This design comes from an exercise in tuning for small area, a short achievable clock period and few clock cycles per item on the open sky130 flow, not from production work. Function was checked by simulation only, so behaviour that the tests miss may differ from the original. Power figures rest on the tool's default switching activity, not on a simulated workload.

## vrtb_ts
module vrtb_ts (
    input  wire        clk,
    input  wire        rst,
    input  wire        start,
    input  wire        next,
    input  wire [95:0] t0,
    input  wire [63:0] k0,
    input  wire [31:0] blk_size,
    input  wire [31:0] rate,
    output wire        ready,
    output reg         ts_valid,
    output wire [31:0] ts_sec,
    output wire [39:0] ts_frac,
    output wire        ts_err
);
Settings: LEC_CHECK=0, CAP_MARGIN=20, CORE_MARGIN=2, CORE_UTILIZATION=40, SETUP_SLACK_MARGIN=4.5, SLEW_MARGIN=20, TNS_END_PERCENT=0; clock period 8.0 ns.
run.sh (not shown) runs the stock make flow with config.mk's settings and CLKGATE_MAP_FILE= SYNTH_SCRIPT=/design/flow/synth_recipe.tcl, a recipe that flattens the netlist after the stock synthesis.
Testbench counts at the start, summed over its fixed seeds: cycles 3,984, items 1,152.
Then changed:
--- a/flow/design.v
+++ b/flow/design.v
@@ -106,21 +106,22 @@
     reg [31:0] a_rbs;
     reg [31:0] a_rbd;
     reg        a_ci;
     reg [40:0] b_fa;
     reg [32:0] b_sa;
     reg        b_oa;
     reg [39:0] b_fb;
     reg [31:0] b_sb;
     reg        b_ob;
     reg        b_fc;
-    assign ready   = (state == S_IDLE);
+    reg        ready_r;
+    assign ready   = ready_r;
     assign ts_sec  = b_sa[31:0];
     assign ts_frac = b_fa[39:0];
     assign ts_err  = b_oa;
     function [5:0] msb32(input [31:0] v);
         integer i;
         begin
             msb32 = 6'd0;
             for (i = 0; i < 32; i = i + 1)
                 if (v[i]) msb32 = i[5:0];
         end
@@ -164,38 +165,41 @@
     wire [28:0] td_d;
     wire        td_q;
     vrtb_ts_add #(29, 5) u_td (.a(td_s), .b(~{1'b0, P5}), .ci(1'b1), .s(td_d), .co(td_q));
     wire [63:0] idx_inc;
     vrtb_ts_inc #(64, 6) u_inc (.a(idx), .s(idx_inc));
     wire        idx_m1 = (idx[63:1] == {63{1'b1}}) && !idx[0];
     wire [5:0]  rmsb  = msb32(r_r);
     wire [30:0] ps_hi = PS[39:9];
     wire [30:0] rem_i = ps_hi >> (5'd31 - rmsb[4:0]);
     wire [63:0] hv   = phase ? idx : {32'd0, y_sec};
-    wire        hbit = hv[cnt];
+    wire [5:0]  cm1  = cnt - 6'd1;
+    wire        hvm1 = hv[cm1];
+    reg         hbit;
     reg        n_kx, n_dbl, n_add, n_ld, n_cin, n_cpy, n_cps, n_ys0, n_t, n_nx;
     reg [3:0]  n_state;
     reg [5:0]  n_cnt;
     reg        n_phase, n_kz, n_bz;
     wire       acc_next = (state == S_IDLE) && !start && next;
     wire [3:0] t0_wait = (tcnt[5:1] == 5'd0) ? S_IDLE : S_T0;
     task k_pass;
         begin
             n_kz    = kzero;
-            n_phase = 1'b1;
-            n_cnt   = kmsb - 6'd1;
-            n_state = (kzero || kmsb == 6'd0) ? t0_wait : S_HDBL;
+            n_cnt   = cnt - 6'd1;
+            n_state = (kzero || cnt == 6'd0) ? t0_wait : S_HDBL;
         end
     endtask
     task h_end;
         begin
             if (!phase) begin
+                n_cnt   = kmsb;
+                n_phase = 1'b1;
                 n_state = S_CP2;
             end else begin
                 n_kz    = 1'b0;
                 n_state = t0_wait;
             end
         end
     endtask
     always @(*) begin
         n_kx = 1'b1; n_dbl = 1'b0; n_add = 1'b0; n_ld = 1'b0; n_cin = 1'b0;
         n_cpy = 1'b0; n_cps = 1'b0; n_ys0 = 1'b0; n_t = 1'b0; n_nx = 1'b0;
@@ -221,27 +225,37 @@
                 n_state = S_IDLE;
             end
             S_LD: begin
                 n_kx = 1'b0; n_ld = 1'b1;
                 n_cnt = 6'd39 - rmsb;
                 n_state = S_PS;
             end
             S_PS: begin
                 n_dbl = 1'b1; n_cin = PS[cnt];
                 n_cnt = cnt - 6'd1;
-                if (cnt == 6'd0)
-                    n_state = bzero ? S_BZ : (bmsb == 6'd0) ? S_CP2 : S_CP1;
+                if (cnt == 6'd0) begin
+                    if (bzero) begin
+                        n_state = S_BZ;
+                    end else if (bmsb == 6'd0) begin
+                        n_cnt   = kmsb;
+                        n_phase = 1'b1;
+                        n_state = S_CP2;
+                    end else begin
+                        n_cnt   = bmsb;
+                        n_phase = 1'b0;
+                        n_state = S_CP1;
+                    end
+                end
             end
             S_CP1: begin
                 n_cpy   = 1'b1;
-                n_cnt   = bmsb - 6'd1;
-                n_phase = 1'b0;
+                n_cnt   = cnt - 6'd1;
                 n_state = S_HDBL;
             end
             S_BZ: begin
                 n_kx    = 1'b0;
                 n_bz    = 1'b1;
                 n_state = S_CP2;
             end
             S_CP2: begin
                 n_cpy = 1'b1; n_cps = 1'b1;
                 if (bz) begin
@@ -301,59 +315,62 @@
             t_sec <= {t_sec[30:0], td_q};
         end
         a_kx  <= n_kx;
         a_dbl <= n_dbl;
         a_add <= n_add;
         a_t   <= n_t;
         a_cpy <= n_cpy;
         a_cps <= n_cps;
         a_ys0 <= n_ys0;
         cnt   <= n_cnt;
+        hbit  <= hvm1;
         phase <= n_phase;
         kz    <= n_kz;
         bz    <= n_bz;
         bzero <= (y_sec == 32'd0);
         bmsb  <= msb32(y_sec);
         kzero <= (idx == 64'd0);
         kmsb  <= msb64(idx);
-        if (ready && start) begin
+        if ((state == S_IDLE) && start) begin
             r_r   <= rate;
             y_rem <= blk_size;      
             idx   <= k0;
             wrap  <= (k0 == {64{1'b1}});
             t_hi  <= (t0[95:72] != 24'd0);
             t_rem <= t0[71:44];
             t_sec <= t0[43:12];
             t_lo  <= t0[11:0];
         end
         if (acc_next && !first) begin
             idx  <= idx_inc;
             wrap <= idx_m1;
         end
         if (state == S_LD) begin
             t_ovf <= t_hi || (t_rem >= P5);
             r1    <= (r_r == 32'd1);
             y_sec <= y_rem;         
         end
         if (rst) begin
             state    <= S_IDLE;
+            ready_r  <= 1'b1;
             first    <= 1'b0;
             tcnt     <= 6'd0;
             a_nx     <= 1'b0;
             b_nx     <= 1'b0;
             ts_valid <= 1'b0;
         end else begin
             state    <= n_state;
+            ready_r  <= (n_state == S_IDLE);
             a_nx     <= n_nx;
             b_nx     <= a_nx;
             ts_valid <= b_nx;
-            if (ready && start) begin
+            if ((state == S_IDLE) && start) begin
                 first <= 1'b1;
                 tcnt  <= 6'd32;
             end else begin
                 if (acc_next)
                     first <= 1'b0;
                 if (tcnt != 6'd0)
                     tcnt <= tcnt - 6'd1;
             end
         end
     end
What happened: Clock skew goes down by 0.0048 ns; clock-buffer cell count rises by 12; hold slack degrades by 0.0081 ns; setup slack gets better by 0.15 ns; total power is lower by 1.3%; non-clock buffer count climbs by 11; cell area rose by 0.90%; core utilization climbs by 0.65 points; die area falls by 0.88%.
Testbench counts after the change, summed over its fixed seeds: cycles 3,984, items 1,152.

## afterwards: timing with drivers on the ports
In the flow no input, the clock included, has a driving cell. The finished layouts below were timed again as built, in two steps.
Step 1: set_driving_cell puts a clkbuf_16 on clk and a buf_2 on each other input, an assumption about the parent block.
Step 2 also shifts input and output timing later by t, the mid clock arrival at the registers, as if the neighbouring blocks saw the same clock.
Slacks: no drivers / after step 1 / after step 2; pairs: no drivers / after step 1.
run	t (ns)	slack for setup (ns)	cell pins on the clock port's net
the first run	0.679	3.865 / 3.838 / 3.630	1
the second run	0.681	4.019 / 4.019 / 3.558	1
After both steps every run listed still meets setup and hold. The setup slack of the second run, which loses most, moves by 0.000 ns with the drivers and by -0.461 ns with both steps.
